What follows belongs to an exercise in optimizing a design on an open flow for small area, a short achievable clock period and few clock cycles; a production flow would make more cautious choices.
Power figures rest on the tool's default switching activity, not on a simulated workload.

## ieee488_engine
module ieee488_engine (
    input  wire       clk,
    input  wire       rst,           
    input  wire [4:0] cfg_address,   
    input  wire       atn_in,
    input  wire       dav_in,
    input  wire       ndac_in,
    input  wire       nrfd_in,
    input  wire       eoi_in,
    input  wire       ifc_in,
    input  wire [7:0] data_in,
    output reg        dav_drv,
    output reg        eoi_drv,
    output reg        ndac_drv,
    output reg        nrfd_drv,
    output wire [7:0] data_out,
    output wire       data_talk,     
    output wire       ctrl_talk,     
    output wire       ext_req,
    output wire [3:0] ext_op,
    output wire [3:0] ext_sa,
    output wire [7:0] ext_wdata,
    input  wire       ext_ack,
    input  wire       ext_ok,
    input  wire [7:0] ext_rdata,
    input  wire       ext_last,
    input  wire       ext_eoi,
    output wire [5:0] cmd_len,
    input  wire [4:0] cmd_raddr,
    output wire [7:0] cmd_rdata
);
    localparam CMD_BUF_SIZE = 32;
    localparam [4:0] S_IDLE = 5'h00,    
                     S_CW   = 5'h01,    
                     S_RXD  = 5'h02,    
                     S_LW   = 5'h03,    
                     S_RXL  = 5'h04,    
                     S_WAL  = 5'h05,    
                     S_WAO  = 5'h06,    
                     S_WAT  = 5'h07,    
                     S_TXW  = 5'h08,    
                     S_TXD  = 5'h09,    
                     S_TXV  = 5'h0A,    
                     S_FW   = 5'h10,    
                     S_ST   = 5'h11,    
  ...
Size: about 990 cells after synthesis, ~310 flip-flops.
==> flow/config.mk <==
export PLATFORM = sky130hd
export DESIGN_NAME = ieee488_engine
export DESIGN_NICKNAME = ieee488_engine
export VERILOG_FILES = /design/flow/design.v
export SDC_FILE = /design/flow/constraint.sdc
export NUM_CORES = 4
export LEC_CHECK = 0
export CAP_MARGIN = 20
export CORE_MARGIN = 2
export CORE_UTILIZATION = 40
export CTS_BUF_LIST = sky130_fd_sc_hd__clkbuf_8
export CTS_CLUSTER_DIAMETER = 60
export CTS_CLUSTER_SIZE = 12
export SETUP_SLACK_MARGIN = 2.0
export SLEW_MARGIN = 20
export SYNTH_HIERARCHICAL = 1
export SYNTH_MINIMUM_KEEP_SIZE = 0
==> flow/constraint.sdc <==
create_clock -name core_clock -period 5.0 [get_ports {clk}]
set_input_delay 1.0000 -clock core_clock [delete_from_list [all_inputs] [get_ports {clk}]]
set_output_delay 1.0000 -clock core_clock [all_outputs]
set_load 0.01 [all_outputs]
run.sh (not shown) runs the stock make flow with config.mk's settings and CLKGATE_MAP_FILE= SYNTH_SCRIPT=/design/flow/synth_recipe.tcl, a recipe that flattens the netlist after the stock synthesis.
Next try:
--- a/flow/design.v
+++ b/flow/design.v
@@ -85,46 +85,46 @@
     ieee488_rd_inv u_ilo0 (.a(cmd_raddr[0]), .y(ra_lo_n[0]));
     ieee488_rd_inv u_ilo1 (.a(cmd_raddr[1]), .y(ra_lo_n[1]));
     ieee488_rd_inv u_ihi0 (.a(cmd_raddr[2]), .y(ra_hi_n[0]));
     ieee488_rd_inv u_ihi1 (.a(cmd_raddr[3]), .y(ra_hi_n[1]));
     ieee488_rd_inv u_ihi2 (.a(cmd_raddr[4]), .y(ra_hi_n[2]));
     wire [3:0] rd_lo [0:3];
-    wire [7:0] rd_hi;
-    genvar gb, gg, gk;
+    wire [7:0] rd_hi [0:1];
+    genvar gb, gg, gk, gc;
     generate
-        for (gb = 0; gb < 4; gb = gb + 1) begin : g_lo
-            ieee488_rd_nor2 u_l0 (.a(cmd_raddr[1]), .b(cmd_raddr[0]), .y(rd_lo[gb][0]));
-            ieee488_rd_nor2 u_l1 (.a(cmd_raddr[1]), .b(ra_lo_n[0]),   .y(rd_lo[gb][1]));
-            ieee488_rd_nor2 u_l2 (.a(ra_lo_n[1]),   .b(cmd_raddr[0]), .y(rd_lo[gb][2]));
-            ieee488_rd_nor2 u_l3 (.a(ra_lo_n[1]),   .b(ra_lo_n[0]),   .y(rd_lo[gb][3]));
+        for (gc = 0; gc < 4; gc = gc + 1) begin : g_lo
+            ieee488_rd_nor2 u_l0 (.a(cmd_raddr[1]), .b(cmd_raddr[0]), .y(rd_lo[gc][0]));
+            ieee488_rd_nor2 u_l1 (.a(cmd_raddr[1]), .b(ra_lo_n[0]),   .y(rd_lo[gc][1]));
+            ieee488_rd_nor2 u_l2 (.a(ra_lo_n[1]),   .b(cmd_raddr[0]), .y(rd_lo[gc][2]));
+            ieee488_rd_nor2 u_l3 (.a(ra_lo_n[1]),   .b(ra_lo_n[0]),   .y(rd_lo[gc][3]));
         end
-        for (gg = 0; gg < 8; gg = gg + 1) begin : g_hi
-            ieee488_rd_nor3 u_h (
-                .a(gg[2] ? ra_hi_n[2] : cmd_raddr[4]),
-                .b(gg[1] ? ra_hi_n[1] : cmd_raddr[3]),
-                .c(gg[0] ? ra_hi_n[0] : cmd_raddr[2]),
-                .y(rd_hi[gg]));
+        for (gc = 0; gc < 2; gc = gc + 1) begin : g_hic
+            for (gg = 0; gg < 8; gg = gg + 1) begin : g_hi
+                ieee488_rd_nor3 u_h (
+                    .a(gg[2] ? ra_hi_n[2] : cmd_raddr[4]),
+                    .b(gg[1] ? ra_hi_n[1] : cmd_raddr[3]),
+                    .c(gg[0] ? ra_hi_n[0] : cmd_raddr[2]),
+                    .y(rd_hi[gc][gg]));
+            end
         end
         for (gb = 0; gb < 8; gb = gb + 1) begin : g_rd
             wire [3:0] lo = rd_lo[gb / 2];
-            wire [7:0] grp;
+            wire [7:0] hi = rd_hi[gb / 4];
+            wire [7:0] grp;      
             wire [3:0] pair_n;
             for (gg = 0; gg < 8; gg = gg + 1) begin : g_grp
-                wire x0, x1;
-                ieee488_rd_aoi22 u_a0 (
-                    .a(command_buffer[4*gg+0][gb]), .b(lo[0]),
-                    .c(command_buffer[4*gg+1][gb]), .d(lo[1]), .y(x0));
-                ieee488_rd_aoi22 u_a1 (
-                    .a(command_buffer[4*gg+2][gb]), .b(lo[2]),
-                    .c(command_buffer[4*gg+3][gb]), .d(lo[3]), .y(x1));
-                ieee488_rd_nand2 u_n (.a(x0), .b(x1), .y(grp[gg]));
+                wire [3:0] t;
+                for (gk = 0; gk < 4; gk = gk + 1) begin : g_w
+                    ieee488_rd_nand3 u_t (.a(command_buffer[4*gg+gk][gb]),
+                                          .b(lo[gk]), .c(hi[gg]), .y(t[gk]));
+                end
+                ieee488_rd_nand4 u_n (.a(t[0]), .b(t[1]), .c(t[2]), .d(t[3]),
+                                      .y(grp[gg]));
             end
             for (gk = 0; gk < 4; gk = gk + 1) begin : g_pair
-                ieee488_rd_aoi22 u_p (
-                    .a(grp[2*gk]),   .b(rd_hi[2*gk]),
-                    .c(grp[2*gk+1]), .d(rd_hi[2*gk+1]), .y(pair_n[gk]));
+                ieee488_rd_nor2 u_p (.a(grp[2*gk]), .b(grp[2*gk+1]), .y(pair_n[gk]));
             end
             ieee488_rd_nand4 u_o (.a(pair_n[0]), .b(pair_n[1]), .c(pair_n[2]),
                                   .d(pair_n[3]), .y(cmd_rdata[gb]));
         end
     endgenerate
     wire atn_event = atn_prev & ~atn_in;
@@ -465,17 +465,13 @@
 module ieee488_rd_nor2 (input wire a, input wire b, output wire y);
     assign y = ~(a | b);
 endmodule
 module ieee488_rd_nor3 (input wire a, input wire b, input wire c, output wire y);
     assign y = ~(a | b | c);
 endmodule
-module ieee488_rd_nand2 (input wire a, input wire b, output wire y);
-    assign y = ~(a & b);
+module ieee488_rd_nand3 (input wire a, input wire b, input wire c, output wire y);
+    assign y = ~(a & b & c);
 endmodule
 module ieee488_rd_nand4 (input wire a, input wire b, input wire c, input wire d,
                          output wire y);
     assign y = ~(a & b & c & d);
 endmodule
-module ieee488_rd_aoi22 (input wire a, input wire b, input wire c, input wire d,
-                         output wire y);
-    assign y = ~((a & b) | (c & d));
-endmodule
Result: Cell count went up by 9.3%; global-route usage is higher by 0.91 points; clock skew came out higher by 30 ps; utilization climbs by 1.3 points; clock-buffer cell count grows by 4; synthesized cell count rises by 14%; power grows by about 6%; clock power increases by about 6%; wire length grows by about 2.2%.
No run of this note included a check of the RTL's function; only the layout flow was run.

-- afterwards: timing with drivers on the ports --
The results above use ideal ports. As a check the final layouts listed here were re-extracted and re-timed, cells and wires unchanged.
Step 1 assumes that a clkbuf_16 drives the clock port and a buf_2 every other input.
Step 2 times the ports against the registers' clock, not the clock port: input delays grow and output delays shrink by t, the midpoint of the rising clock arrivals with the driver on.
Slacks: ideal ports / drivers / drivers and shift; pairs: ideal ports / drivers.
run	t, ns	setup WS [ns]	worst register clock-pin slew, ns	pins driven straight from the clock port
the first run	0.639	1.484 / 1.437 / 1.437	0.09 / 0.09	1
the second run	0.580	1.521 / 1.466 / 1.466	0.09 / 0.09	1
After both steps setup and hold are still met in every run listed. The setup slack of the second run, which loses most, moves by -0.055 ns with the drivers and by -0.055 ns with both steps.
